This is an optimization exercise on Yosys and OpenROAD, whose aim is small area, a short achievable clock period and few clock cycles, not a production implementation. Only simulation tests tie the RTL to the original design; equivalence was not proved. Power is estimated from default activity; no workload was simulated.

--- design/flow/flow/run.sh ---
#!/bin/bash
set -euo pipefail
export SETUP_SLACK_MARGIN=5.5
bash standard.sh > standard.log 2>&1
--- design/flow/standard.sh ---
#!/bin/bash
# synth_recipe.tcl (not shown) runs the flow's synth.tcl, then flattens the netlist and writes it again
# the make line also repeats each setting of config.mk as NAME=value (left out here)
make -C /OpenROAD-flow-scripts/flow DESIGN_CONFIG=/design/flow/config.mk WORK_HOME=/design/flow/orfs CLKGATE_MAP_FILE= SYNTH_SCRIPT=/design/flow/synth_recipe.tcl "${@:-finish}"
--- design/flow/config.mk ---
export PLATFORM = sky130hd
export DESIGN_NAME = modbus_rtu
export DESIGN_NICKNAME = modbus_rtu
export VERILOG_FILES = /design/flow/design.v
export SDC_FILE = /design/flow/constraint.sdc
export NUM_CORES = 4
export LEC_CHECK = 0
export CAP_MARGIN = 20
export CORE_MARGIN = 2
export CORE_UTILIZATION = 40
export CTS_CLUSTER_DIAMETER = 70
export CTS_CLUSTER_SIZE = 24
export SLEW_MARGIN = 20
--- design/flow/constraint.sdc ---
create_clock -name core_clock -period 10.0 [get_ports {clk}]
set_input_delay 2.0000 -clock core_clock [delete_from_list [all_inputs] [get_ports {clk}]]
set_output_delay 2.0000 -clock core_clock [all_outputs]
set_load 0.01 [all_outputs]
--- design/flow/design.v ---
module crc16_byte (
    input  wire [15:0] crc_in,
    input  wire [7:0]  data,
    output wire [15:0] crc_out
);
    wire [15:0] c0 = crc_in ^ {8'h00, data};
    wire [15:0] c1 = c0[0] ? ((c0 >> 1) ^ 16'hA001) : (c0 >> 1);
    wire [15:0] c2 = c1[0] ? ((c1 >> 1) ^ 16'hA001) : (c1 >> 1);
    wire [15:0] c3 = c2[0] ? ((c2 >> 1) ^ 16'hA001) : (c2 >> 1);
    wire [15:0] c4 = c3[0] ? ((c3 >> 1) ^ 16'hA001) : (c3 >> 1);
    wire [15:0] c5 = c4[0] ? ((c4 >> 1) ^ 16'hA001) : (c4 >> 1);
    wire [15:0] c6 = c5[0] ? ((c5 >> 1) ^ 16'hA001) : (c5 >> 1);
    wire [15:0] c7 = c6[0] ? ((c6 >> 1) ^ 16'hA001) : (c6 >> 1);
    wire [15:0] c8 = c7[0] ? ((c7 >> 1) ^ 16'hA001) : (c7 >> 1);
    assign crc_out = c8;
endmodule
module modbus_rtu (
    input  wire        clk,
    input  wire        rst,
    input  wire        tick,
    input  wire        rx_valid,
    input  wire [7:0]  rx_data,
    input  wire        tx_ready,
    input  wire        bus_sel,
    input  wire        bus_we,
    input  wire [1:0]  bus_size,
    input  wire [11:0] bus_addr,
    input  wire [31:0] bus_wdata,
    output reg         done,
    output reg  [31:0] bus_rdata,
    output reg         bus_err,
    output reg         tx_valid,
    output reg  [7:0]  tx_data,
    output wire        irq,
    output wire        rx_enable
);
    localparam [31:0] ID_VALUE = 32'h4D42_5207;
    localparam [2:0] S_OFF  = 3'd0,
                     S_INIT = 3'd1,
                     S_IDLE = 3'd2,
                     S_RECV = 3'd3,
                     S_WAIT = 3'd4,
                     S_EMIT = 3'd5;
    reg [2:0]  state;
    reg        rd_rdy, crc_ok, txie, abandon;
    reg        f_tx_done, f_noise, f_rx_ovf, f_drop, f_cmd_err, f_cfg_err;
    reg        ie3;                       
    reg [5:0]  ie_hi;                     
    reg [15:0] t15, t35;
    reg        tmr15_en, tmr35_en;
    reg [15:0] tmr15_cnt, tmr35_cnt;
    reg [511:0] rxb;                      
    reg [511:0] txb;                      
    reg [6:0]  rx_len, tx_len, tx_cur;
    reg [15:0] crc;
    reg [31:0] st_rx, st_tx, st_noise, st_ovf, st_drop;
    reg [15:0] rc2;
    reg [7:0]  rba, rbb;
    reg [6:0]  tk;
    reg [15:0] tkc;
    reg        busy, wtx, wv;
    reg [5:0]  aq;
    reg [6:0]  wn;                        
    reg [7:0]  wb;
    reg        rdslow;
    wire held = (state == S_WAIT) && rd_rdy;
    reg rxen;
    assign rx_enable = rxen;
    wire [13:0] status = {f_cfg_err, f_cmd_err, f_drop, f_rx_ovf, f_noise,
                          f_tx_done, abandon, rx_enable, txie, crc_ok, rd_rdy, state};
    assign irq = |({status[13:8], status[3]} & {ie_hi, ie3});
    wire [31:0] rxev_sel = (state == S_RECV) ? st_ovf : (rd_rdy ? st_drop : st_noise);
    wire [31:0] rxev_inc = (&rxev_sel) ? rxev_sel : rxev_sel + 32'd1;
    wire [31:0] tkev_sel = (state == S_EMIT) ? st_tx : st_rx;
    wire [31:0] tkev_inc = (&tkev_sel) ? tkev_sel : tkev_sel + 32'd1;
    wire go      = !busy && !wv && !rdslow;
    wire do_bus  = go && bus_sel;
    wire do_rx   = go && rx_valid;
    wire do_tick = go && tick;
    wire do_txr  = go && tx_ready;
    wire [5:0] bidx    = bus_addr[7:2];
    wire       a_rxbuf = (bus_addr[11:8] == 4'h4);
    wire       a_txbuf = (bus_addr[11:8] == 4'h8);
    wire       a_low   = (bus_addr[11:8] == 4'h0);
    wire [7:0] ba      = bus_addr[7:0];
    wire       a_reg   = a_low && (ba <= 8'h30 || (ba >= 8'h40 && ba <= 8'h50));
    wire       a_wr    = a_low && (ba == 8'h04 || ba == 8'h08 || ba == 8'h0C || ba == 8'h10 ||
                                   ba == 8'h14 || ba == 8'h2C || ba == 8'h30);
    wire       aligned = (bus_size == 2'd2) && (bus_addr[1:0] == 2'b00);
    wire       legal   = aligned && (bus_we ? (a_wr || a_txbuf)
                                            : (a_reg || a_rxbuf || a_txbuf));
    wire       w_base  = do_bus && bus_we && (bus_size == 2'd2);
    wire       w_stat  = w_base && (bus_addr == 12'h004);
    wire       w_ien   = w_base && (bus_addr == 12'h008);
    wire       w_cmd   = w_base && (bus_addr == 12'h00C);
    wire       w_t15   = w_base && (bus_addr == 12'h010);
    wire       w_t35   = w_base && (bus_addr == 12'h014);
    wire       w_crcv  = w_base && (bus_addr == 12'h02C);
    wire       w_crcd  = w_base && (bus_addr == 12'h030);
    wire       w_txb   = w_base && a_txbuf && (bus_addr[1:0] == 2'b00);
    wire       txw     = w_txb && (state != S_EMIT);
    wire [7:0] cmd_op  = bus_wdata[7:0];
    wire [8:0] cmd_n   = bus_wdata[24:16];
    wire       w_hi0   = (bus_wdata[31:25] == 7'd0) && (bus_wdata[15:8] == 8'd0);
    wire       w_n0    = (cmd_n == 9'd0);
    wire       c_nop   = w_hi0 && w_n0 && (cmd_op == 8'h00);
    wire       c_start = w_hi0 && w_n0 && (cmd_op == 8'h01);
    wire       c_stop  = w_hi0 && w_n0 && (cmd_op == 8'h02);
    wire       c_rel   = w_hi0 && w_n0 && (cmd_op == 8'h03);
    wire       c_txs   = w_hi0 &&         (cmd_op == 8'h04);
    wire       c_init  = w_hi0 && w_n0 && (cmd_op == 8'h05);
    wire       c_crx   = w_hi0 &&         (cmd_op == 8'h06);
    wire       c_ctx   = w_hi0 &&         (cmd_op == 8'h07);
    wire       c_clr   = w_hi0 && w_n0 && (cmd_op == 8'h08);
    wire       cmd_bad = !(c_nop || c_start || c_stop || c_rel || c_txs ||
                           c_init || c_crx || c_ctx || c_clr);
    wire        emit   = (state == S_EMIT);
    wire        ahold  = busy || rdslow;
    wire [63:0] bdec   = 64'd1 << bidx;
    wire [5:0]  ri     = ahold ? aq : tx_cur[5:0];
    wire [63:0] rdec   = 64'd1 << ri;
    wire [63:0] rx_live = ~(64'hFFFF_FFFF_FFFF_FFFF << rx_len);
    wire [63:0] rx_sel = rx_live & (({64{!busy}} & bdec) | ({64{busy}} & rdec));
    wire [63:0] tx_sel = ({64{!ahold && !emit}} & bdec) | ({64{ahold || emit}} & rdec);
    reg [7:0] rx_rd, tx_rd;
    integer k;
    always @(*) begin
        rx_rd = 8'd0;
        tx_rd = 8'd0;
        for (k = 0; k < 64; k = k + 1) begin
            rx_rd = rx_rd | (rxb[8*k +: 8] & {8{rx_sel[k]}});
            tx_rd = tx_rd | (txb[8*k +: 8] & {8{tx_sel[k]}});
        end
    end
    wire       rd_base = (bus_size == 2'd2) && (bus_addr[1:0] == 2'b00) && !bus_we;
    wire       rd_rxb  = rd_base && a_rxbuf;
    wire       rd_txb  = rd_base && a_txbuf;
    wire       rd_reg  = rd_base && a_low;
    reg [31:0] reg_value;
    always @(*) begin
            case (bus_addr[7:0])
                8'h00: reg_value = ID_VALUE;
                8'h04: reg_value = {18'd0, status};
                8'h08: reg_value = {18'd0, ie_hi, 4'd0, ie3, 3'd0};
                8'h10: reg_value = {16'd0, t15};
                8'h14: reg_value = {16'd0, t35};
                8'h18: reg_value = {25'd0, rx_len};
                8'h1C: reg_value = {25'd0, tx_len};
                8'h20: reg_value = {25'd0, tx_cur};
                8'h24: reg_value = {15'd0, tmr15_en, tmr15_cnt};
                8'h28: reg_value = {15'd0, tmr35_en, tmr35_cnt};
                8'h2C: reg_value = {16'd0, crc};
                8'h40: reg_value = st_rx;
                8'h44: reg_value = st_tx;
                8'h48: reg_value = st_noise;
                8'h4C: reg_value = st_ovf;
                8'h50: reg_value = st_drop;
                default: reg_value = 32'd0;
            endcase
    end
    wire [31:0] rd_value = ({32{rd_rxb}} & {24'd0, rx_rd}) |
                           ({32{rd_txb}} & {24'd0, tx_rd}) |
                           ({32{rd_reg}} & reg_value);
    wire [15:0] crc_nx;
    crc16_byte u_crc (.crc_in(crc), .data(wv ? wb : bus_wdata[7:0]), .crc_out(crc_nx));
    wire [15:0] tkc_nx, tkc_first;
    crc16_byte u_tkc   (.crc_in(tkc),      .data(bus_wdata[7:0]), .crc_out(tkc_nx));
    crc16_byte u_tkc0  (.crc_in(16'hFFFF), .data(bus_wdata[7:0]), .crc_out(tkc_first));
    wire [15:0] rc2_nx;
    crc16_byte u_rc2 (.crc_in(rc2), .data(rba), .crc_out(rc2_nx));
    wire [6:0]  rx_len_m1 = rx_len - 7'd1;
    wire [6:0]  rx_len_m2 = rx_len - 7'd2;
    wire        rx_ge2    = (rx_len >= 7'd2);
    wire        rn_m2     = rx_ge2 && (cmd_n[6:0] == rx_len_m2);
    wire        rx_from_c = rx_ge2 && (rn_m2 || cmd_n[6:0] == rx_len_m1 ||
                                       cmd_n[6:0] == rx_len);
    wire        rx_now    = rn_m2 || w_n0;
    wire [6:0]  rx_sidx   = rx_from_c ? rx_len_m2 : 7'd0;
    wire [15:0] rx_scrc   = rx_from_c ? rc2 : 16'hFFFF;
    wire        rx_nbad   = (cmd_n > {2'b0, rx_len});
    wire        tx_from_c = (cmd_n[6:0] >= tk);
    wire        tx_now    = (cmd_n[6:0] == tk) || w_n0;
    wire [6:0]  tx_sidx   = tx_from_c ? tk : 7'd0;
    wire [15:0] tx_scrc   = tx_from_c ? tkc : 16'hFFFF;
    wire        n_gt64    = (cmd_n[8:7] != 2'd0) || (cmd_n[6] && cmd_n[5:0] != 6'd0);
    wire        exp15      = tmr15_en && (tmr15_cnt == 16'd1);
    wire        exp35      = tmr35_en && (tmr35_cnt == 16'd1);
    wire [2:0]  state_t15  = (exp15 && state == S_RECV) ? S_WAIT : state;
    wire       rx_app = go && ((state == S_IDLE) || (state == S_RECV && !rx_len[6]));
    wire       rxw    = rx_valid && rx_app;
    wire [63:0] rx_arm = {64{rx_app}} & (64'd1 << rx_len[5:0]);
    wire [7:0] txw_d  = bus_wdata[7:0] & {8{~rst}};
    genvar g;
    generate
        for (g = 0; g < 64; g = g + 1) begin : g_buf
            always @(posedge clk)
                if (rx_valid && rx_arm[g])
                    rxb[8*g +: 8] <= rx_data;
            always @(posedge clk)
                if (rst || (txw && bidx == g))
                    txb[8*g +: 8] <= txw_d;
        end
    endgenerate
    always @(posedge clk) begin
        if (rst) begin
            state     <= S_OFF;
            rxen      <= 1'b0;
            rd_rdy    <= 1'b0;
            crc_ok    <= 1'b0;
            txie      <= 1'b0;
            abandon   <= 1'b0;
            f_tx_done <= 1'b0;
            f_noise   <= 1'b0;
            f_rx_ovf  <= 1'b0;
            f_drop    <= 1'b0;
            f_cmd_err <= 1'b0;
            f_cfg_err <= 1'b0;
            ie3       <= 1'b0;
            ie_hi     <= 6'd0;
            t15       <= 16'd0;
            t35       <= 16'd0;
            tmr15_en  <= 1'b0;
            tmr15_cnt <= 16'd0;
            tmr35_en  <= 1'b0;
            tmr35_cnt <= 16'd0;
            rx_len    <= 7'd0;
            tx_len    <= 7'd0;
            tx_cur    <= 7'd0;
            crc       <= 16'hFFFF;
            st_rx     <= 32'd0;
            st_tx     <= 32'd0;
            st_noise  <= 32'd0;
            st_ovf    <= 32'd0;
            st_drop   <= 32'd0;
            rc2       <= 16'hFFFF;
            rba       <= 8'd0;
            rbb       <= 8'd0;
            tk        <= 7'd0;
            tkc       <= 16'hFFFF;
            busy      <= 1'b0;
            wtx       <= 1'b0;
            wv        <= 1'b0;
            wb        <= 8'd0;
            rdslow    <= 1'b0;
            aq        <= 6'd0;
            wn        <= 7'd0;
            done      <= 1'b0;
            bus_rdata <= 32'd0;
            bus_err   <= 1'b0;
            tx_valid  <= 1'b0;
            tx_data   <= 8'd0;
        end else begin
            done     <= 1'b0;
            tx_valid <= 1'b0;
            if (wv) begin
                crc <= crc_nx;
                if (!busy) begin
                    wv   <= 1'b0;
                    done <= 1'b1;
                end
            end
            if (busy) begin
                wb <= wtx ? tx_rd : rx_rd;
                wv <= 1'b1;
                if ({1'b0, aq} + 7'd1 == wn) busy <= 1'b0;
                else             aq   <= aq + 6'd1;
            end
            if (rdslow) begin
                rdslow    <= 1'b0;
                done      <= 1'b1;
                bus_rdata <= {24'd0, tx_rd};
            end
            if (do_rx) begin
                done <= 1'b1;
                if (rxw) begin
                    rbb <= rx_data;
                    rba <= rbb;
                    rc2 <= (rx_len >= 7'd2) ? rc2_nx : 16'hFFFF;
                end
                case (state)
                    S_INIT: begin
                        tmr35_en  <= 1'b1;
                        tmr35_cnt <= t35;
                    end
                    S_IDLE: begin
                        rx_len    <= 7'd1;
                        tmr15_en  <= 1'b1;
                        tmr15_cnt <= t15;
                        tmr35_en  <= 1'b1;
                        tmr35_cnt <= t35;
                        state     <= S_RECV;
                    end
                    S_RECV: begin
                        if (!rx_len[6]) begin
                            rx_len    <= rx_len + 7'd1;
                            tmr15_en  <= 1'b1;
                            tmr15_cnt <= t15;
                            tmr35_en  <= 1'b1;
                            tmr35_cnt <= t35;
                        end else begin
                            rx_len    <= 7'd0;
                            tmr15_en  <= 1'b0;
                            tmr15_cnt <= 16'd0;
                            tmr35_en  <= 1'b0;
                            tmr35_cnt <= 16'd0;
                            state     <= S_IDLE;
                            f_rx_ovf  <= 1'b1;
                            st_ovf <= rxev_inc;
                        end
                    end
                    S_WAIT: begin
                        if (rd_rdy) begin
                            f_drop  <= 1'b1;
                            st_drop <= rxev_inc;
                        end else begin
                            abandon   <= 1'b1;
                            rx_len    <= 7'd0;
                            tmr35_en  <= 1'b1;
                            tmr35_cnt <= t35;
                            f_noise   <= 1'b1;
                            st_noise <= rxev_inc;
                        end
                    end
                    default: ;  
                endcase
            end
            if (do_tick) begin
                done <= 1'b1;
                if (tmr15_en) begin
                    tmr15_cnt <= tmr15_cnt - 16'd1;
                    if (exp15) tmr15_en <= 1'b0;
                end
                if (tmr35_en) begin
                    tmr35_cnt <= tmr35_cnt - 16'd1;
                    if (exp35) tmr35_en <= 1'b0;
                end
                state <= state_t15;
                if (exp35) begin
                    case (state_t15)
                        S_INIT: state <= S_IDLE;
                        S_WAIT: begin
                            if (abandon) begin
                                abandon <= 1'b0;
                                rx_len  <= 7'd0;
                                state   <= S_IDLE;
                            end else begin
                                rd_rdy <= 1'b1;
                                st_rx <= tkev_inc;
                                crc_ok <= (rx_len >= 7'd4) && (rc2 == {rbb, rba});
                            end
                        end
                        S_EMIT: begin
                            state     <= S_IDLE;
                            rxen      <= 1'b1;
                            rx_len    <= 7'd0;
                            f_tx_done <= 1'b1;
                            st_tx <= tkev_inc;
                        end
                        default: ;
                    endcase
                end
            end
            if (do_txr) begin
                done <= 1'b1;
                if (state == S_EMIT && txie) begin
                    if (tx_cur < tx_len) begin
                        tx_valid <= 1'b1;
                        tx_data  <= tx_rd;
                        tx_cur   <= tx_cur + 7'd1;
                    end else begin
                        txie      <= 1'b0;
                        tmr35_en  <= 1'b1;
                        tmr35_cnt <= t35;
                    end
                end
            end
            if (do_bus) begin
                done      <= 1'b1;
                bus_err   <= !legal;
                bus_rdata <= rd_value;
                if (legal && !bus_we && a_txbuf && emit) begin
                    done   <= 1'b0;
                    rdslow <= 1'b1;
                    aq     <= bidx;
                end
                if (w_txb) begin
                    if (state == S_EMIT) f_cmd_err <= 1'b1;
                    else begin
                        if ({1'b0, bidx} == tk) begin
                            tk  <= tk + 7'd1;
                            tkc <= tkc_nx;
                        end else if (bidx == 6'd0) begin
                            tk  <= 7'd1;
                            tkc <= tkc_first;
                        end else if ({1'b0, bidx} < tk) begin
                            tk  <= 7'd0;
                            tkc <= 16'hFFFF;
                        end
                    end
                end
                if (w_stat) begin
                    if (bus_wdata[8])  f_tx_done <= 1'b0;
                    if (bus_wdata[9])  f_noise   <= 1'b0;
                    if (bus_wdata[10]) f_rx_ovf  <= 1'b0;
                    if (bus_wdata[11]) f_drop    <= 1'b0;
                    if (bus_wdata[12]) f_cmd_err <= 1'b0;
                    if (bus_wdata[13]) f_cfg_err <= 1'b0;
                end
                if (w_ien) begin
                    ie3   <= bus_wdata[3];
                    ie_hi <= bus_wdata[13:8];
                end
                if (w_t15) begin
                    if (state == S_OFF) t15 <= bus_wdata[15:0];
                    else f_cmd_err <= 1'b1;
                end
                if (w_t35) begin
                    if (state == S_OFF) t35 <= bus_wdata[15:0];
                    else f_cmd_err <= 1'b1;
                end
                if (w_crcv) crc <= bus_wdata[15:0];
                if (w_crcd) crc <= crc_nx;
                if (w_cmd) begin
                            if (cmd_bad) f_cmd_err <= 1'b1;
                            if (c_start) begin
                                if (state != S_OFF) f_cmd_err <= 1'b1;
                                else if (!(t15 >= 16'd1 && t15 < t35)) f_cfg_err <= 1'b1;
                                else begin
                                    state     <= S_INIT;
                                    rxen      <= 1'b1;
                                    rx_len    <= 7'd0;
                                    rd_rdy    <= 1'b0;
                                    crc_ok    <= 1'b0;
                                    abandon   <= 1'b0;
                                    tx_len    <= 7'd0;
                                    tx_cur    <= 7'd0;
                                    txie      <= 1'b0;
                                    tmr15_en  <= 1'b0;
                                    tmr15_cnt <= 16'd0;
                                    tmr35_en  <= 1'b1;
                                    tmr35_cnt <= t35;
                                end
                            end
                            if (c_stop && state != S_OFF) begin
                                state     <= S_OFF;
                                rxen      <= 1'b0;
                                rx_len    <= 7'd0;
                                rd_rdy    <= 1'b0;
                                crc_ok    <= 1'b0;
                                abandon   <= 1'b0;
                                tx_len    <= 7'd0;
                                tx_cur    <= 7'd0;
                                txie      <= 1'b0;
                                tmr15_en  <= 1'b0;
                                tmr15_cnt <= 16'd0;
                                tmr35_en  <= 1'b0;
                                tmr35_cnt <= 16'd0;
                            end
                            if (c_rel) begin
                                if (!held) f_cmd_err <= 1'b1;
                                else begin
                                    rd_rdy <= 1'b0;
                                    crc_ok <= 1'b0;
                                    rx_len <= 7'd0;
                                    state  <= S_IDLE;
                                end
                            end
                            if (c_txs) begin
                                if (!held || w_n0 || n_gt64) f_cmd_err <= 1'b1;
                                else begin
                                    rd_rdy <= 1'b0;
                                    crc_ok <= 1'b0;
                                    rx_len <= 7'd0;
                                    tx_len <= cmd_n[6:0];
                                    tx_cur <= 7'd0;
                                    txie   <= 1'b1;
                                    state  <= S_EMIT;
                                    rxen   <= 1'b0;
                                end
                            end
                            if (c_init) crc <= 16'hFFFF;
                            if (c_crx) begin
                                if (rx_nbad) f_cmd_err <= 1'b1;
                                else begin
                                    crc <= rx_scrc;
                                    if (!rx_now) begin
                                        busy <= 1'b1;
                                        done <= 1'b0;
                                        wtx  <= 1'b0;
                                        aq   <= rx_sidx[5:0];
                                        wn   <= cmd_n[6:0];
                                    end
                                end
                            end
                            if (c_ctx) begin
                                if (n_gt64) f_cmd_err <= 1'b1;
                                else begin
                                    crc <= tx_scrc;
                                    if (!tx_now) begin
                                        busy <= 1'b1;
                                        done <= 1'b0;
                                        wtx  <= 1'b1;
                                        aq   <= tx_sidx[5:0];
                                        wn   <= cmd_n[6:0];
                                    end
                                end
                            end
                            if (c_clr) begin
                                st_rx    <= 32'd0;
                                st_tx    <= 32'd0;
                                st_noise <= 32'd0;
                                st_ovf   <= 32'd0;
                                st_drop  <= 32'd0;
                            end
                end
            end
        end
    end
endmodule
==> flow_summary_export.csv, run 1 <==
group,metric,value,unit
synth,synth_area,64200,µm²
clock_tree,cts_num_sinks,1431,
global_routing,grt_pass1_vias,48500,
global_routing,grt_use_met1,42.3,%
finish,regArea,38900,µm²
place,hpwl,176000,µm
floorplan,die-area,164000,µm²
route,vias,53500,
worst_setup_path,setup.worst_path.start_class,"primary input",
finish,area_growth,15.9,%
finish,multi_input_area,25400,µm²
worst_setup_path,timing.rr.start,"state[1]$_SDFF_PP0_",
run,maxCapViolCount,0,
sta,fmax,213,MHz
place,portBuffers,105,
worst_setup_path,critPathKind,"primary input to register",
sta,post-route-period-util,47.0,%
global_routing,grt_usage,30.7,%
synth,synth-edff-count,1024,
finish,drive_above_1_share,14.8,%
sta,rsz0062_at_grt,"true",
floorplan,die_w,405,µm
clock_tree,cts_tree,"yes",
worst_setup_path,r2r-end,"wb[4]$_SDFFE_PP0P_",
sta,period_needed,4700,ps
global_routing,grt-busiest-layer,"met2",
worst_setup_path,r2r_slack,5390,ps
route,ant_nets,0,
sta,slew_headroom,18.9,%
pwr,p_leak,24.0,nW
synth,syn_area_per_cell,11.5,µm²
synth,yosysTopAreaCell,"edfxtp_1",
floorplan,core_area,160000,µm²
finish,final_common_cell,"edfxtp_1",
route,firstDrtPassIters,10,
clock_tree,cts-root-buf,"clkbuf_16",
global_routing,grt_overflow_total,0,
clock_tree,clk_latency,780,ps
sta,tightest_slew,1210,ps
route,via_per_inst,6.70,
route,routed_wl,262000,µm
sta,hold_viol,0,
synth,async_flop_share,0,%
finish,nets,5964,
finish,utilization,46.5,%
worst_setup_path,cp-end-kind,"register",
pwr,max-vdd-ir-drop,0.000187,V
min_path,hold_class,"register to register",
place,gp_congestion,1.01,
sta,setup_tns,0,ps
sta,report.final.slew_viol_count,0,
worst_setup_path,cp-startpoint,"rx_valid",
worst_setup_path,rr_worst_depth,12,
synth,synth_top_area_share,47.9,%
sta,setup_viol,0,
synth,synth_flop_cell,"edfxtp_1",
finish,fill_cells,14600,
route,drc,0,
clock_tree,cts_buffers,90,
floorplan,fp-row-count,147,
worst_setup_path,worstPathArrival,5080,ps
floorplan,pin_count,106,
synth,syn_nets,5743,
floorplan,start_util,40.1,%
synth,ys_seq_area_share,60.6,%
global_routing,use_met2,45.6,%
synth,yosys_warnings,1,
worst_setup_path,crit_fanout,8,
sta,skew,58.9,ps
clock_tree,clk_path_buf_depth,3,
min_path,holdPathEnd,"rba[1]$_SDFFE_PP0P_",
clock_tree,htree_levels,3,
min_path,hold_path_depth,2,
global_routing,grtUsageMet3,7.43,%
finish,antennaDiodeCount,0,
synth,yosysUniqueCellTypes,99,
min_path,min_from,"rba[1]$_SDFFE_PP0P_",
route,wire_per_inst,32.8,µm
global_routing,antenna_found_initial,10,
pwr,power_density,152,nW/µm²
clock_tree,clk_pin_slew_worst_paths,90,ps
synth,ys_ff_latch,1431,
global_routing,grt_pass1_wl,363000,µm
run_status,status,"complete, no violations",
finish,layout_common_cells,"1,024 x edfxtp_1, 519 x nand2_1, 426 x nor2_1",
synth,synth_cells,5606,
global_routing,grt_max_degree,90,
floorplan,die_height,405,µm
clock_tree,postCtsHoldBufs,0,
worst_setup_path,cp.required,10370,ps
route,dr.first_iter.drc_count,9338,
synth,ys_top_cells_by_area,"edfxtp_1 48%, dfxtp_1 13%, a22oi_1 4.2%",
## flip-flops by register name (all words and copies together) (netlist names), 32 cells and up
name       count
rxb          512
txb          512
bus_rdata     32
st_drop       32
st_noise      32
st_ovf        32
st_rx         32
st_tx         32
## power breakdown
group | internal (mW) | switching [mW]
clock | 1.90 | 2.27
combinational | 0.171 | 0.403
sequential | 6.53 | 0.0562
## logic make-up (layout without fill, tap and decap cells)
| family | after synthesis | in the layout | synth area share (%) |
|---|---|---|---|
| flip-flops | 1431 | 1431 | 60.6 |
| AO/OA/AOI/OAI | 1657 | 1660 | 18.3 |
| XOR/XNOR | 180 | 180 | 2.52 |
| adder cells (fa/ha/maj) | 76 | 76 | 1.48 |
| multiplexers | 89 | 89 | 1.41 |
| AND/OR/NAND/NOR | 1757 | 1762 | 13.0 |
| buffers and inverters | 416 | 697 | 2.70 |
## metrics by stage
stage	instances	hold slack (ps)	area, µm²	power [mW]	worst slack [ps]
after floorplan	5606	441	64400	6.91	5240
after global placement	7694	456	68600	7.18	3170
after detailed placement	7696	463	68700	7.19	3090
after CTS	7921	472	73300	11.3	5480
after global routing	7981	482	74400	11.5	5370
final	7981	471	74400	11.3	5300
## area by class of cell
type | count | area share, %
Sequential cell | 1431 | 52.3
Multi-Input combinational cell | 3767 | 34.2
Timing Repair Buffer | 463 | 5.53
Tap cell | 2086 | 3.51
Clock buffer | 103 | 3.18
Clock inverter | 57 | 0.955
Inverter | 74 | 0.382
## what timing repair did
item	in CTS	in global routing
buffers inserted	56	51
setup endpoints to repair	896	674
gates cloned	9	8
resized for setup	278	141
hold endpoints to repair	0	0
pin swaps	68	55
## critical path, cell delays in order
cell and delay [ps]:
clkdlybuf4s50_1 670, and2_1 360, nand2_1 300, a21oi_4 350, nand3_1 430, nor2_2 950
## how the worst max path moves through the flow
| stage | end | cells past startpoint |
|---|---|---|
| 2_1_floorplan | wb[0]$_SDFFE_PP0P_ | 13 |
| 3_3_place_gp | st_tx[31]$_SDFF_PP0_ | 10 |
| 3_5_place_dp | st_tx[31]$_SDFF_PP0_ | 10 |
| 4_1_cts | wb[0]$_SDFFE_PP0P_ | 11 |
| 5_1_grt | aq[2]$_SDFF_PP0_ | 14 |
| 6_report | rxb[266]$_DFFE_PP_ | 6 |
## per-layer routing
layer / share of wire (%) / vias up
met3: 13 / 742
met5: 0.040 / -
met1: 38 / 26500
li1: - / 22200
met2: 43 / 4022
met4: 5.5 / 16
## cells in the mapped netlist, types with 67 or more instances
| library cell | n |
|---|---|
| a211oi_1 | 97 |
| mux2i_1 | 80 |
| a22o_1 | 109 |
| a21oi_1 | 291 |
| inv_1 | 72 |
| dfxtp_1 | 407 |
| edfxtp_1 | 1024 |
| nand4_1 | 96 |
| nor4_1 | 67 |
| nand2_1 | 565 |
| nor3_1 | 103 |
| nor2_1 | 479 |
| ha_1 | 76 |
| a221oi_1 | 101 |
| a22oi_1 | 363 |
| xnor2_1 | 116 |
| nand3_1 | 144 |
| clkbuf_1 | 248 |
| o21ai_0 | 270 |
Testbench counts, summed over its fixed seeds: cycles 10,758.
==> run 2, diff against run 1 <==
--- a/design/flow/design.v
+++ b/design/flow/design.v
@@ -27,10 +27,10 @@
     input  wire [11:0] bus_addr,
     input  wire [31:0] bus_wdata,
     output reg         done,
-    output reg  [31:0] bus_rdata,
+    output wire [31:0] bus_rdata,
     output reg         bus_err,
     output reg         tx_valid,
-    output reg  [7:0]  tx_data,
+    output wire [7:0]  tx_data,
     output wire        irq,
     output wire        rx_enable
 );
@@ -61,7 +61,8 @@
     reg        busy, wtx, wv;
     reg [5:0]  aq;
     reg [6:0]  wn;                        
-    reg [7:0]  wb;
+    reg [7:0]  rp0, rp1, rp2, rp3;
+    reg [23:0] rhi;
     reg        rdslow;
     wire held = (state == S_WAIT) && rd_rdy;
     reg rxen;
@@ -120,22 +121,14 @@
     wire [5:0]  ri     = ahold ? aq : tx_cur[5:0];
     wire [63:0] rdec   = 64'd1 << ri;
     wire [63:0] rx_live = ~(64'hFFFF_FFFF_FFFF_FFFF << rx_len);
-    wire [63:0] rx_sel = rx_live & (({64{!busy}} & bdec) | ({64{busy}} & rdec));
-    wire [63:0] tx_sel = ({64{!ahold && !emit}} & bdec) | ({64{ahold || emit}} & rdec);
-    reg [7:0] rx_rd, tx_rd;
-    integer k;
-    always @(*) begin
-        rx_rd = 8'd0;
-        tx_rd = 8'd0;
-        for (k = 0; k < 64; k = k + 1) begin
-            rx_rd = rx_rd | (rxb[8*k +: 8] & {8{rx_sel[k]}});
-            tx_rd = tx_rd | (txb[8*k +: 8] & {8{tx_sel[k]}});
-        end
-    end
-    wire       rd_base = (bus_size == 2'd2) && (bus_addr[1:0] == 2'b00) && !bus_we;
+    wire       rd_base = do_bus && (bus_size == 2'd2) && (bus_addr[1:0] == 2'b00) && !bus_we;
     wire       rd_rxb  = rd_base && a_rxbuf;
-    wire       rd_txb  = rd_base && a_txbuf;
+    wire       rd_txb  = rd_base && a_txbuf && !emit;
     wire       rd_reg  = rd_base && a_low;
+    wire       rx_wk   = busy && !wtx;
+    wire       tx_rg   = (busy && wtx) || rdslow || (emit && do_txr);
+    wire [63:0] rx_sel = rx_live & (({64{rd_rxb}} & bdec) | ({64{rx_wk}} & rdec));
+    wire [63:0] tx_sel = ({64{rd_txb}} & bdec) | ({64{tx_rg}} & rdec);
     reg [31:0] reg_value;
     always @(*) begin
             case (bus_addr[7:0])
@@ -158,11 +151,29 @@
                 default: reg_value = 32'd0;
             endcase
     end
-    wire [31:0] rd_value = ({32{rd_rxb}} & {24'd0, rx_rd}) |
-                           ({32{rd_txb}} & {24'd0, tx_rd}) |
-                           ({32{rd_reg}} & reg_value);
+    wire [31:0] reg_rd = {32{rd_reg}} & reg_value;
+    reg [7:0] part [0:3];
+    integer k, q;
+    always @(*) begin
+        for (q = 0; q < 4; q = q + 1) begin
+            part[q] = 8'd0;
+            for (k = 16 * q; k < 16 * q + 16; k = k + 1)
+                part[q] = part[q] | (rxb[8*k +: 8] & {8{rx_sel[k]}})
+                                  | (txb[8*k +: 8] & {8{tx_sel[k]}});
+        end
+    end
+    wire [7:0] rd_byte = rp0 | rp1 | rp2 | rp3;
+    assign bus_rdata = {rhi, rd_byte};
+    assign tx_data   = rd_byte;
+    always @(posedge clk) begin
+        rp0 <= part[0] | reg_rd[7:0];
+        rp1 <= part[1];
+        rp2 <= part[2];
+        rp3 <= part[3];
+        rhi <= reg_rd[31:8];
+    end
     wire [15:0] crc_nx;
-    crc16_byte u_crc (.crc_in(crc), .data(wv ? wb : bus_wdata[7:0]), .crc_out(crc_nx));
+    crc16_byte u_crc (.crc_in(crc), .data(wv ? rd_byte : bus_wdata[7:0]), .crc_out(crc_nx));
     wire [15:0] tkc_nx, tkc_first;
     crc16_byte u_tkc   (.crc_in(tkc),      .data(bus_wdata[7:0]), .crc_out(tkc_nx));
     crc16_byte u_tkc0  (.crc_in(16'hFFFF), .data(bus_wdata[7:0]), .crc_out(tkc_first));
@@ -240,15 +251,12 @@
             busy      <= 1'b0;
             wtx       <= 1'b0;
             wv        <= 1'b0;
-            wb        <= 8'd0;
             rdslow    <= 1'b0;
             aq        <= 6'd0;
             wn        <= 7'd0;
             done      <= 1'b0;
-            bus_rdata <= 32'd0;
             bus_err   <= 1'b0;
             tx_valid  <= 1'b0;
-            tx_data   <= 8'd0;
         end else begin
             done     <= 1'b0;
             tx_valid <= 1'b0;
@@ -260,7 +268,6 @@
                 end
             end
             if (busy) begin
-                wb <= wtx ? tx_rd : rx_rd;
                 wv <= 1'b1;
                 if ({1'b0, aq} + 7'd1 == wn) busy <= 1'b0;
                 else             aq   <= aq + 6'd1;
@@ -268,7 +275,6 @@
             if (rdslow) begin
                 rdslow    <= 1'b0;
                 done      <= 1'b1;
-                bus_rdata <= {24'd0, tx_rd};
             end
             if (do_rx) begin
                 done <= 1'b1;
@@ -365,7 +371,6 @@
                 if (state == S_EMIT && txie) begin
                     if (tx_cur < tx_len) begin
                         tx_valid <= 1'b1;
-                        tx_data  <= tx_rd;
                         tx_cur   <= tx_cur + 7'd1;
                     end else begin
                         txie      <= 1'b0;
@@ -377,7 +382,6 @@
             if (do_bus) begin
                 done      <= 1'b1;
                 bus_err   <= !legal;
-                bus_rdata <= rd_value;
                 if (legal && !bus_we && a_txbuf && emit) begin
                     done   <= 1'b0;
                     rdslow <= 1'b1;
==> design/flow/flow/run.sh (replaced) <==
#!/bin/bash
set -euo pipefail
export SETUP_SLACK_MARGIN=6
export BUFFER_PORTS_ARGS="-buffer_cell sky130_fd_sc_hd__buf_4"
bash standard.sh > standard.log 2>&1
==> run 2 against run 1 <==
Against the previous run:
- still clean
- cell count grew 1.0%
- combinational power shrank 29%
- fmax grew 11%
- utilization grew 1.5 points
- worst setup slack gained 450 ps
- area after synthesis grew 0.50%
- highest routed layer unchanged
==> flow_summary_export.csv, run 2 <==
group,metric,value,unit
synth,synth_flop_cell,"edfxtp_1",
global_routing,grt_max_degree,93,
route,routed_wl,256000,µm
pwr,swShare,23.8,%
sta,period_needed,4250,ps
sta,setup_viol,0,
pwr,intPower,8.84,mW
pwr,power_switching,2.76,mW
floorplan,die-area,165000,µm²
route,firstDrtPassIters,7,
worst_setup_path,cp_top_family,"buffers and inverters",
clock_tree,cts_buffers,98,
synth,yosys_warnings,2,
floorplan,core_area,160000,µm²
run,maxCapViolCount,0,
global_routing,antenna_found_initial,20,
finish,layout_common_cells,"1,024 x edfxtp_1, 454 x nand2_1, 399 x dfxtp_1",
finish,regArea,39100,µm²
worst_setup_path,cp-end-kind,"register",
clock_tree,htree_levels,3,
clock_tree,cts-root-buf,"clkbuf_16",
finish,nets,5950,
sta,skew,80.2,ps
worst_setup_path,timing.rr.start,"rx_len[6]$_SDFF_PP0_",
finish,drive_above_1_share,20.6,%
pwr,combinationalPowerShare,3.5,%
synth,ys_ff_latch,1439,
sta,fmax,235,MHz
worst_setup_path,worstPathArrival,4540,ps
sta,setup_tns,0,ps
route,wire_per_inst,31.7,µm
floorplan,pin_count,106,
global_routing,grt_overflow_total,0,
worst_setup_path,critPathKind,"primary input to register",
finish,area_growth,19.5,%
finish,final_common_cell,"edfxtp_1",
worst_setup_path,setup.worst_path.start_class,"primary input",
pwr,p_leak,24.2,nW
min_path,min_from,"rba[7]$_SDFFE_PP0P_",
synth,muxShareOfSynthArea,1.35,%
global_routing,grt_pass1_wl,360000,µm
pwr,power_density,151,nW/µm²
synth,synth_xor_area_share,2.52,%
worst_setup_path,cp-startpoint,"rst",
sta,post-route-period-util,42.5,%
synth,synthSimpleGateAreaFrac,13.6,%
place,hpwl,175000,µm
worst_setup_path,path_cells,"buf_4 -> clkinv_2 -> buf_4 -> buf_6 -> nand2_1",
route,via_per_inst,6.63,
sta,report.final.slew_viol_count,0,
worst_setup_path,worst_path_most_repeated_cell,"buf_4",
pwr,power_frac_clock,39.4,%
floorplan,die_height,406,µm
finish,multi_input_area,27600,µm²
synth,synthTopCellsByCount,"1,024 x edfxtp_1, 478 x nand2_1, 472 x a22oi_1",
worst_setup_path,crit_slowest_cell,"buf_6",
synth,ys_seq_area_share,60.5,%
place,gp_congestion,1.01,
pwr,seq_power_share,57.1,%
synth,synth_compound_area_share,17.9,%
floorplan,start_util,40.2,%
sta,hold_viol,0,
finish,fill_cells,14400,
synth,synth_top_area_share,47.7,%
sta,tightest_slew,1170,ps
finish,final_cells,8064,
clock_tree,clk_latency,790,ps
synth,synth_area,64500,µm²
route,drc,0,
place,portBuffers,105,
synth,synth-edff-count,1024,
synth,synth_cells,5672,
worst_setup_path,worstPathBufferInverterCount,4,
finish,reg_top3,"rxb x512, txb x512",
pwr,max-vdd-ir-drop,0.000175,V
sta,slew_headroom,21.9,%
route,vias,53400,
synth,syn_area_per_cell,11.4,µm²
sta,timing.hold.ws,472,ps
clock_tree,clk_pin_slew_worst_paths,90,ps
synth,yosysTopAreaCell,"edfxtp_1",
clock_tree,cts_tree,"yes",
clock_tree,cts_num_sinks,1439,
synth,ys_top_cells_by_area,"edfxtp_1 48%, dfxtp_1 13%, a22oi_1 5.5%",
floorplan,fp-row-count,147,
sta,rsz0062_at_grt,"true",
synth,yosysMostFrequentCell,"edfxtp_1",
synth,synthAdderAreaFrac,1.52,%
synth,synth_top_family_by_area,"compound AO/OA/AOI/OAI gates",
worst_setup_path,crit_fanout,65,
synth,async_flop_share,0,%
global_routing,grt_pass1_vias,48600,
synth,syn_nets,5810,
route,ant_nets,0,
worst_setup_path,cp.required,10300,ps
clock_tree,clk_path_buf_depth,3,
synth,yosysUniqueCellTypes,100,
route,dr.first_iter.drc_count,9161,
floorplan,die_w,406,µm
place,dp.cells,7706,
worst_setup_path,cp_slowest_stage_delay,840,ps
run_status,status,"complete, no violations",
min_path,hold_class,"register to register",
global_routing,grt_usage,30.1,%
==> run 2: cell count changes in the layout (fill, tap and decap cells not counted), sizes merged, moves of 42 or more <==
cell and change:
clkdlybuf4s50 -69, o21ai +96, nor3 +52, nor2 -65
o32ai -56, a222oi -42, nand2 -90, a22oi +109
a211oi -64, nand3 +57
==> run 2: kinds of logic (layout without fill, tap and decap cells) <==
logic type,Yosys count,after routing
compound gates,1710,1710
flops,1439,1439
fa+ha+maj,79,79
xor+xnor,181,181
buf+inv,414,637
simple gates,1763,1765
mux,86,86
other cells,0,7
==> run 2: timing repair <==
action,CTS,global route
setup buffers,81,72
setup endpoints to repair,1279,1052
gates cloned,10,3
pin swaps,68,94
resized for setup,392,189
hold buffers,0,0
==> run 2: power by group through the flow <==
stage                     Sequential [mW]  Clock (mW)  Combinational (mW)
after detailed placement             6.76           0               0.365
after CTS                            6.62        4.60               0.385
after global routing                 6.63        4.79               0.425
after floorplan                      6.73           0               0.185
after global placement               6.75           0               0.360
final                                6.62        4.57               0.410
==> run 2: path summary, 6_finish.rpt <==
| kind | slack, ps | depth (start not counted) | to |
|---|---|---|---|
| setup / recovery | 5750 | 5 | txb[138]$_DFFE_PP_ |
| hold / removal | 470 | 2 | rba[7]$_SDFFE_PP0P_ |
| setup reg to reg | 5830 | 10 | rp0[5]$_DFF_P_ |
| hold reg to reg | 470 | 2 | rba[7]$_SDFFE_PP0P_ |
==> run 2: layout make-up <==
cell class | instances | area share (%)
well taps | 2160 | 3.51
diodes | 7 | 0.0227
inverters | 75 | 0.390
multi-input cells | 3821 | 35.8
clock inverters | 69 | 1.29
repair buffers | 377 | 4.99
flip-flops and latches | 1439 | 50.7
clock buffers | 116 | 3.32
==> run 2: stage by stage <==
stage	instance area, µm²	utilization, %	power [mW]	worst slack [ps]
detailed placement	69100	43.1	7.12	3910
global placement	69100	43.1	7.11	3850
finish	77100	48.1	11.6	5750
global route	77100	48.1	11.8	5770
floorplan	66600	-	6.92	5390
CTS	75300	46.9	11.6	5810
==> run 2: per-layer routing <==
metal  global-route usage [%]  up-vias  wire length [µm]
li1                         -    22400                 -
met1                     43.3    26700            104000
met2                     43.9     3715            109000
met5                        0        -                74
met3                     6.98      610             31500
met4                     11.0       12             11500
==> run 2: worst register-to-register path, cell delays in order, from the launching register on <==
cell	delay, ps
dfxtp_1	300
buf_4	270
clkinv_2	460
nand2_1	400
nor2_2	560
a22oi_2	320
buf_12	220
a22oi_1	170
nand4_1	450
a2111o_1	480
or4_1	420
Testbench counts of run 2, summed over its fixed seeds: cycles 10,758.
==> run 3, diff against run 2 <==
==> design/flow/flow/run.sh (replaced) <==
#!/bin/bash
set -euo pipefail
export SETUP_SLACK_MARGIN=5.75
export BUFFER_PORTS_ARGS="-buffer_cell sky130_fd_sc_hd__buf_4"
bash standard.sh > standard.log 2>&1
==> run 3 against run 2 <==
Against the previous run:
- sequential power hardly changed
- clock-buffer cell count is 1 lower
- clock skew is 12 ps higher
- cell count is 1.1% lower
- flip-flop and latch count stayed put
- fmax is 3.7% lower
- critical path type unchanged
- critical endpoint is now rxb[191]$_DFFE_PP_
- largest power group unchanged
==> flow_summary_export.csv, run 3 <==
group,metric,value,unit
sta,slew_headroom,13.6,%
sta,hold_viol,0,
place,portBuffers,105,
route,ant_nets,0,
finish,postLayoutCellArea,73600,µm²
sta,setup_tns,0,ps
sta,period_needed,4410,ps
pwr,p_leak,23.2,nW
pwr,p_total,11.6,mW
worst_setup_path,cp.required,10400,ps
sta,report.final.slew_viol_count,0,
synth,yosysMostFrequentCell,"edfxtp_1",
clock_tree,postCtsHoldBufs,0,
pwr,power_density,158,nW/µm²
clock_tree,cts-root-buf,"clkbuf_16",
finish,nets,5867,
synth,yosys_warnings,2,
synth,yosysUniqueCellTypes,100,
place,gp_congestion,0.990,
finish,drive_above_1_share,14.1,%
global_routing,grt_usage,30.1,%
route,via_per_inst,6.57,
floorplan,fp-row-count,147,
synth,ys_ff_latch,1439,
global_routing,grt_overflow_total,0,
sta,setup_viol,0,
sta,fmax,227,MHz
global_routing,antenna_found_initial,19,
route,wire_per_inst,32.1,µm
worst_setup_path,worstPathArrival,4810,ps
route,firstDrtPassIters,7,
clock_tree,clk_pin_slew_worst_paths,90,ps
clock_tree,cts_tree,"yes",
clock_tree,cts_num_sinks,1439,
route,routed_wl,256000,µm
finish,regArea,39100,µm²
worst_setup_path,critPathKind,"primary input to register",
synth,synth_cells,5672,
floorplan,die-area,165000,µm²
run_status,status,"complete, no violations",
sta,skew,91.8,ps
synth,ys_seq_area_share,60.5,%
finish,multi_input_area,25500,µm²
worst_setup_path,crit_fanout,32,
finish,area_growth,14.0,%
place,hpwl,178000,µm
clock_tree,clk_path_buf_depth,3,
place,place_area,68100,µm²
route,drc,0,
route,dr.first_iter.drc_count,8674,
place,dp.cells,7726,
synth,async_flop_share,0,%
route,vias,52400,
worst_setup_path,cp-end-kind,"register",
synth,ys_top_cells_by_area,"edfxtp_1 48%, dfxtp_1 13%, a22oi_1 5.5%",
finish,fill_cells,14700,
floorplan,core_area,160000,µm²
floorplan,die_height,406,µm
floorplan,start_util,40.2,%
global_routing,grt_pass1_vias,48700,
clock_tree,htree_levels,3,
clock_tree,cts_buffers,100,
synth,syn_area_per_cell,11.4,µm²
global_routing,grt_pass1_wl,360000,µm
run,maxCapViolCount,0,
synth,synthTopCellsByCount,"1,024 x edfxtp_1, 478 x nand2_1, 472 x a22oi_1",
global_routing,grt_max_degree,93,
finish,reg_top3,"rxb x512, txb x512",
synth,synth_top_area_share,47.7,%
synth,syn_nets,5810,
worst_setup_path,setup.worst_path.start_class,"primary input",
floorplan,die_w,406,µm
min_path,hold_class,"register to register",
synth,synth_flop_cell,"edfxtp_1",
sta,tightest_slew,1290,ps
synth,synth-edff-count,1024,
finish,final_common_cell,"edfxtp_1",
clock_tree,clk_latency,790,ps
finish,final_cells,7977,
finish,utilization,45.9,%
floorplan,pin_count,106,
pwr,max-vdd-ir-drop,0.000134,V
finish,layout_common_cells,"1,024 x edfxtp_1, 465 x nand2_1, 462 x a22oi_1",
sta,rsz0062_at_grt,"true",
sta,post-route-period-util,44.1,%
synth,synth_area,64500,µm²
synth,yosysTopAreaCell,"edfxtp_1",
## run 3: cell type report
type	count	area share, %
Antenna cell	7	0.0238
Clock buffer	115	3.55
Clock inverter	68	1.32
Inverter	75	0.386
Multi-Input combinational cell	3821	34.6
Sequential cell	1439	53.1
Tap cell	2160	3.67
Timing Repair Buffer	292	3.37
## run 3: power by group
part	internal (mW)	switching, mW
Clock	2.17	2.40
Sequential	6.56	0.0701
Combinational	0.0918	0.309
Total	8.82	2.78
## run 3: what timing repair did
| action | 4_1_cts | 5_1_grt |
|---|---|---|
| gates cloned | 0 | 3 |
| setup buffers | 14 | 41 |
| resized for setup | 241 | 68 |
| endpoints found under the setup margin | 1004 | 717 |
| pin swaps | 14 | 25 |
## run 3: stage by stage
stage	setup slack [ps]	hold WS [ps]
after floorplan	5390	435
after global placement	3320	449
after detailed placement	3490	458
after CTS	5740	468
after global routing	5600	483
final	5590	473
## run 3: routing by layer
metal,global-route usage [%],vias to the layer above,share of wire (%)
met5,0,-,0.022
met3,6.71,646,12
met1,41.3,26000,39
met2,45.4,3586,44
met4,13.6,10,5.3
li1,-,22100,-
## run 3: logic make-up after synthesis
family | after synthesis | synth area share [%]
mux | 86 | 1.35
buf+inv | 414 | 2.55
compound gates | 1710 | 17.9
fa+ha+maj | 79 | 1.52
flops | 1439 | 60.5
simple gates | 1763 | 13.6
xor+xnor | 181 | 2.52
## run 3: worst paths after layout
check | start | to | slack [ps] | cells after the start
max | rx_valid | rxb[191]$_DFFE_PP_ | 5590 | 7
min | rba[7]$_SDFFE_PP0P_ | rba[7]$_SDFFE_PP0P_ | 470 | 2
max reg2reg | state[1]$_SDFF_PP0_ | st_tx[24]$_SDFF_PP0_ | 5870 | 9
min reg2reg | rba[7]$_SDFFE_PP0P_ | rba[7]$_SDFFE_PP0P_ | 470 | 2
## run 3: worst max-delay path: stages
cell	delay, ps
buf_4	160
and3_1	510
nand3_1	130
buf_4	330
nor2_1	370
nand3_1	270
nor2_1	970
==> run 4, diff against run 3 <==
--- a/design/flow/config.mk
+++ b/design/flow/config.mk
@@ -7,7 +7,7 @@
 export LEC_CHECK = 0
 export CAP_MARGIN = 20
 export CORE_MARGIN = 2
-export CORE_UTILIZATION = 40
+export CORE_UTILIZATION = 45
 export CTS_CLUSTER_DIAMETER = 70
 export CTS_CLUSTER_SIZE = 24
 export SLEW_MARGIN = 20
==> run 4 against run 3 <==
Against the previous run:
- still clean
- utilization grew 5.9 points
- combinational power shrank 4%
- synthesized cell count is the same
- sequential share of layout area grew 0.088 points
- power is essentially flat
- non-clock buffer count shrank 5
- global-route usage grew 3.5 points
- critical endpoint is now rp1[2]$_DFF_P_
==> flow_summary_export.csv, run 4 <==
group,metric,value,unit
run_status,status,"complete, no violations",
pwr,swShare,24.0,%
global_routing,antenna_found_initial,18,
synth,syn_area_per_cell,11.4,µm²
floorplan,fp-row-count,138,
route,via_per_inst,6.78,
pwr,power_frac_clock,39.4,%
synth,ys_ff_latch,1439,
clock_tree,cts_buffers,102,
finish,nets,5862,
sta,timing.hold.ws,470,ps
finish,reg_top3,"rxb x512, txb x512",
sta,report.final.slew_viol_count,0,
floorplan,pin_count,106,
synth,synth_cells,5672,
clock_tree,clk_latency,770,ps
place,portBuffers,105,
clock_tree,cts_num_sinks,1439,
floorplan,die_height,383,µm
worst_setup_path,worstPathArrival,5010,ps
place,hpwl,176000,µm
worst_setup_path,r2r-end,"rp1[2]$_DFF_P_",
place,dp.cells,7454,
min_path,hold_class,"register to register",
sta,skew,49.4,ps
min_path,hold_path_depth,2,
synth,ys_seq_area_share,60.5,%
route,routed_wl,253000,µm
pwr,intPower,8.82,mW
worst_setup_path,cp-end-kind,"register",
min_path,holdPathEnd,"rba[0]$_SDFFE_PP0P_",
floorplan,start_util,45.5,%
global_routing,grt_max_degree,71,
global_routing,grt_usage,33.6,%
clock_tree,postCtsHoldBufs,0,
synth,synth-edff-count,1024,
finish,final_cells,7700,
floorplan,core_area,142000,µm²
synth,synth_top_area_share,47.7,%
synth,ys_top_cells_by_area,"edfxtp_1 48%, dfxtp_1 13%, a22oi_1 5.5%",
clock_tree,clk_pin_slew_worst_paths,90,ps
finish,area_growth,13.9,%
synth,yosysUniqueCellTypes,100,
sta,tightest_slew,1190,ps
synth,synth_flop_cell,"edfxtp_1",
pwr,combinationalPowerShare,3.3,%
pwr,p_total,11.6,mW
worst_setup_path,setup.worst_path.start_class,"primary input",
sta,post-route-period-util,43.7,%
pwr,seq_power_share,57.3,%
finish,fill_cells,12400,
sta,setup_viol,0,
synth,yosys_warnings,2,
run,maxCapViolCount,0,
pwr,power_density,158,nW/µm²
floorplan,die_w,383,µm
worst_setup_path,crit_fanout,17,
finish,final_common_cell,"edfxtp_1",
sta,period_needed,4370,ps
pwr,power_switching,2.79,mW
sta,slew_headroom,20.5,%
worst_setup_path,timing.rr.start,"rdslow$_SDFF_PP0_",
pwr,p_leak,23.3,nW
route,ant_nets,0,
worst_setup_path,critPathKind,"primary input to register",
global_routing,grt_pass1_vias,48100,
route,firstDrtPassIters,7,
worst_setup_path,r2r_slack,5720,ps
floorplan,die-area,146000,µm²
clock_tree,clk_path_buf_depth,3,
pwr,max-vdd-ir-drop,0.000170,V
min_path,min_from,"rba[0]$_SDFFE_PP0P_",
route,dr.first_iter.drc_count,8075,
route,wire_per_inst,32.9,µm
synth,synthTopCellsByCount,"1,024 x edfxtp_1, 478 x nand2_1, 472 x a22oi_1",
finish,layout_common_cells,"1,024 x edfxtp_1, 466 x nand2_1, 463 x a22oi_1",
synth,synth_area,64500,µm²
place,gp_congestion,0.994,
global_routing,grt_pass1_wl,358000,µm
clock_tree,htree_levels,3,
synth,yosysTopAreaCell,"edfxtp_1",
synth,syn_nets,5810,
sta,fmax,229,MHz
global_routing,grt_overflow_total,0,
sta,hold_viol,0,
synth,yosysMostFrequentCell,"edfxtp_1",
clock_tree,cts_tree,"yes",
sta,rsz0062_at_grt,"true",
route,drc,0,
worst_setup_path,rr_worst_depth,9,
clock_tree,cts-root-buf,"clkbuf_16",
sta,setup_tns,0,ps
route,vias,52200,
finish,drive_above_1_share,14.6,%
worst_setup_path,cp.required,10640,ps
synth,async_flop_share,0,%
[run 4: power groups by stage]
| stage | logic (mW) | clock network, mW | registers, mW |
|---|---|---|---|
| final | 0.386 | 4.57 | 6.65 |
| after CTS | 0.373 | 4.60 | 6.64 |
| after global placement | 0.357 | 0 | 6.78 |
| after global routing | 0.402 | 4.80 | 6.65 |
| after floorplan | 0.172 | 0 | 6.73 |
| after detailed placement | 0.364 | 0 | 6.77 |
[run 4: logic make-up after synthesis]
| family | after synthesis | share of synthesized area, % |
|---|---|---|
| and+or+nand+nor | 1763 | 13.6 |
| muxes | 86 | 1.35 |
| AOI/OAI and AO/OA | 1710 | 17.9 |
| buffers and inverters | 414 | 2.55 |
| DFF | 1439 | 60.5 |
| adders and majority gates | 79 | 1.52 |
| xor gates and xnor gates | 181 | 2.52 |
[run 4: worst max-delay path by stage]
stage	from	to	cells past startpoint
CTS	bus_addr[3]	rp0[5]$_DFF_P_	11
global route	bus_sel	rp1[2]$_DFF_P_	12
floorplan	rst	txb[0]$_DFFE_PP_	4
global placement	bus_addr[5]	rp0[4]$_DFF_P_	8
finish	bus_sel	rp1[2]$_DFF_P_	12
detailed placement	bus_size[0]	txb[419]$_DFFE_PP_	6
[run 4: cell type report]
cell class / instances / area, µm² / share of cell area, %
Tap cell: 1890 / 2360 / 3.22
Sequential cell: 1439 / 39100 / 53.2
Clock buffer: 111 / 2630 / 3.58
Multi-Input combinational cell: 3819 / 25500 / 34.8
Timing Repair Buffer: 287 / 2620 / 3.57
Antenna cell: 2 / 5.00 / 0.00681
Clock inverter: 77 / 951 / 1.29
Inverter: 75 / 287 / 0.390
[run 4: per-stage QoR]
stage,cell area (µm²),util [%],setup slack [ps]
after floorplan,64800,-,5390
after global placement,67600,47.7,4090
final,73500,51.8,5630
after CTS,72300,50.9,5710
after global routing,73500,51.8,5620
after detailed placement,67700,47.7,4160
[run 4: critical path: stages]
cell and delay, ps:
buf_4 120, nor4b_4 120, buf_6 190, nand4_1 170, buf_12 150, buf_12 150, o32a_1 200, a21oi_2 130
a22o_1 300, a221oi_2 230, nand4_1 520, or4_1 690
[run 4: layer usage]
metal | GRT usage [%] | up-vias | wire length [µm]
li1 | - | 22100 | -
met1 | 47.6 | 25900 | 101000
met2 | 49.4 | 3551 | 109000
met3 | 8.11 | 606 | 30400
met4 | 13.6 | 22 | 12100
met5 | 0 | - | 149
[run 4: timing repair]
item                       4_1_cts  5_1_grt
pin swaps                       15       38
resized for setup              244      101
gates cloned                     1        1
setup buffers                   10       44
setup endpoints to repair      996      653
==> run 5, diff against run 4 <==
==> design/flow/flow/run.sh (replaced) <==
#!/bin/bash
set -euo pipefail
export SETUP_SLACK_MARGIN=6
export BUFFER_PORTS_ARGS="-buffer_cell sky130_fd_sc_hd__buf_4"
bash standard.sh > standard.log 2>&1
==> run 5 against run 4 <==
Against the previous run:
- still clean on timing, DRC and antenna
- area after synthesis unchanged
- sequential share of layout area decreased by 2.2 points
- first-iteration DRC count about the same
- combinational power increased by 11%
- worst hold slack improved by 0.51 ps
- utilization increased by 2.3 points
- clock-buffer cell count increased by 2
- critical path depth decreased by 2
- synthesized cell count unchanged
- wire length increased by 2.2%
- sequential power about the same
- highest routed layer unchanged
==> flow_summary_export.csv, run 5 <==
group,metric,value,unit
synth,syn_area_per_cell,11.4,µm²
run_status,status,"complete, no violations",
global_routing,grt_usage,34.1,%
synth,ys_seq_area_share,60.5,%
synth,synth_cells,5672,
synth,synthTopCellsByCount,"1,024 x edfxtp_1, 478 x nand2_1, 472 x a22oi_1",
worst_setup_path,cp.required,10650,ps
worst_setup_path,cp-end-kind,"register",
sta,fmax,237,MHz
floorplan,pin_count,106,
synth,synth_area,64500,µm²
clock_tree,htree_levels,3,
floorplan,start_util,45.5,%
sta,setup_viol,0,
worst_setup_path,crit_fanout,28,
global_routing,grt_max_degree,93,
finish,reg_top3,"rxb x512, txb x512",
worst_setup_path,critPathKind,"primary input to register",
worst_setup_path,cp-startpoint,"bus_addr[6]",
clock_tree,cts_tree,"yes",
finish,regArea,39100,µm²
synth,yosys_warnings,2,
synth,synth_flop_cell,"edfxtp_1",
worst_setup_path,timing.rr.start,"rx_len[0]$_SDFF_PP0_",
sta,post-route-period-util,42.3,%
worst_setup_path,r2r_slack,5830,ps
floorplan,die_height,383,µm
finish,fill_cells,12100,
synth,yosysMostFrequentCell,"edfxtp_1",
synth,ys_top_cells_by_area,"edfxtp_1 48%, dfxtp_1 13%, a22oi_1 5.5%",
worst_setup_path,cp_slowest_stage_delay,570,ps
finish,drive_above_1_share,20.9,%
synth,syn_nets,5810,
finish,nets,5952,
place,portBuffers,105,
min_path,min_from,"rba[1]$_SDFFE_PP0P_",
sta,report.final.slew_viol_count,0,
clock_tree,cts-root-buf,"clkbuf_16",
global_routing,grt_overflow_total,0,
sta,rsz0062_at_grt,"true",
clock_tree,cts_num_sinks,1439,
route,wire_per_inst,33.2,µm
sta,hold_viol,0,
clock_tree,clk_path_buf_depth,3,
floorplan,die_w,383,µm
sta,setup_ws,5770,ps
pwr,p_leak,24.2,nW
pwr,power_density,153,nW/µm²
synth,synth_top_area_share,47.7,%
route,dr.first_iter.drc_count,8068,
route,routed_wl,259000,µm
synth,ys_ff_latch,1439,
synth,synth-edff-count,1024,
finish,layout_common_cells,"1,024 x edfxtp_1, 443 x nand2_1, 399 x dfxtp_1",
finish,multi_input_area,27700,µm²
worst_setup_path,crit_slowest_cell,"a2111o_1",
synth,yosysUniqueCellTypes,100,
synth,async_flop_share,0,%
global_routing,grt_pass1_vias,48700,
global_routing,antenna_found_initial,24,
clock_tree,clk_latency,780,ps
finish,utilization,54.0,%
place,place_ws,4070,ps
run,maxCapViolCount,0,
synth,yosysTopAreaCell,"edfxtp_1",
place,hpwl,176000,µm
worst_setup_path,worstPathArrival,4880,ps
route,vias,53100,
sta,period_needed,4230,ps
route,via_per_inst,6.82,
clock_tree,cts_buffers,103,
finish,area_growth,18.8,%
worst_setup_path,setup.worst_path.start_class,"primary input",
floorplan,die-area,146000,µm²
route,firstDrtPassIters,9,
floorplan,fp-row-count,138,
sta,slew_headroom,12.6,%
worst_setup_path,path_cells,"buf_8 -> or4b_4 -> nor2_1 -> buf_4 -> a32oi_2 -> nor2_4 -> a22oi_2 -> nand4_1 -> a2111o_1 -> or4_1",
floorplan,core_area,142000,µm²
route,ant_nets,0,
sta,skew,58.1,ps
clock_tree,clk_pin_slew_worst_paths,90,ps
place,gp_congestion,1.00,
sta,setup_tns,0,ps
route,drc,0,
finish,final_common_cell,"edfxtp_1",
global_routing,grt_pass1_wl,363000,µm
sta,tightest_slew,1310,ps
pwr,max-vdd-ir-drop,0.000195,V
min_path,hold_class,"register to register",
-- run 5: cell counts after synthesis --
Identical to the previous run, type by type.
-- run 5: area by class of cell --
class | count | area share, %
Clock buffer | 113 | 3.47
Tap cell | 1890 | 3.09
Inverter | 75 | 0.385
Timing Repair Buffer | 371 | 4.61
Antenna cell | 4 | 0.0131
Sequential cell | 1439 | 51.0
Multi-Input combinational cell | 3824 | 36.2
Clock inverter | 79 | 1.29
-- run 5: power breakdown --
part / internal [mW] / switching, mW
clock network: 2.20 / 2.45
logic: 0.110 / 0.319
registers: 6.56 / 0.0703
total: 8.87 / 2.84
-- run 5: cells by family after synthesis --
| logic type | after synthesis | share of synthesized area, % |
|---|---|---|
| compound gates | 1710 | 17.9 |
| xor+xnor | 181 | 2.52 |
| fa+ha+maj | 79 | 1.52 |
| buf+inv | 414 | 2.55 |
| flops | 1439 | 60.5 |
| mux | 86 | 1.35 |
| simple gates | 1763 | 13.6 |
-- run 5: layer usage --
| layer | routed length [µm] | track usage [%] | vias up | share of wire (%) |
|---|---|---|---|---|
| met5 | 74 | 0 | - | 0.029 |
| met3 | 34200 | 10.7 | 634 | 13 |
| met1 | 103000 | 47.8 | 26500 | 40 |
| li1 | - | - | 22400 | - |
| met2 | 110000 | 49.5 | 3565 | 43 |
| met4 | 11000 | 12.6 | 12 | 4.3 |
-- run 5: final timing paths --
check | endpoint | cells past startpoint
min reg2reg | rba[1]$_SDFFE_PP0P_ | 2
max | rp0[5]$_DFF_P_ | 10
min | rba[1]$_SDFFE_PP0P_ | 2
max reg2reg | rp0[5]$_DFF_P_ | 10
-- run 5: timing repair --
action,4_1_cts,5_1_grt
pin swaps,85,99
gates resized for setup,378,197
hold buffers,0,0
setup endpoints to repair,1181,688
setup buffers,90,71
gates cloned,10,2
-- run 5: worst max-delay path, delay by kind of cell --
family | cells | cell delay (ps)
simple gates | 5 | 1360
compound gates | 3 | 1040
buf+inv | 2 | 420
-- run 5: per-stage QoR --
| step | instances | cell area [µm²] | hold slack (ps) | power, mW |
|---|---|---|---|---|
| global route | 7791 | 76600 | 495 | 12.0 |
| global placement | 7424 | 68700 | 454 | 7.13 |
| CTS | 7718 | 75000 | 473 | 11.7 |
| finish | 7795 | 76700 | 471 | 11.7 |
| floorplan | 5672 | 66600 | 435 | 6.92 |
| detailed placement | 7426 | 68700 | 462 | 7.13 |

## re-timing with driven ports
The flow's constraints put no driver on any port. The routed layouts listed below were extracted and timed again, unchanged, in two steps. Step 1: set_driving_cell puts a clkbuf_16 on clk and a buf_2 on each other input, an assumption about the parent block. Step 2 adds t to the input delays and takes it off the output delays; t is the mean of the earliest and latest rising clock arrival at the registers after step 1. Input paths then give back, and output paths get back, about the clock's delay inside the block. Three values: ideal ports, drivers, drivers and shift; two values: the first two.
run	t (ns)	slack for setup (ns)	worst setup path at the end	slew at the worst register clock pin (ns)	worst slew at a driven data input, ns
run 1	0.839	5.299 / 5.362 / 4.523	input to register	0.11 / 0.11	0.10
run 2	0.830	5.754 / 5.732 / 4.902	input to register	0.10 / 0.10	0.20
run 3	0.838	5.589 / 5.647 / 4.809	input to register	0.10 / 0.10	0.19
run 4	0.818	5.627 / 5.551 / 4.733	input to register	0.10 / 0.10	0.21
run 5	0.833	5.772 / 5.650 / 4.817	input to register	0.10 / 0.10	0.20
After both steps every run listed still meets setup and hold. The setup slack of run 5, which loses most, moves by -0.122 ns with the drivers and by -0.955 ns with both steps.
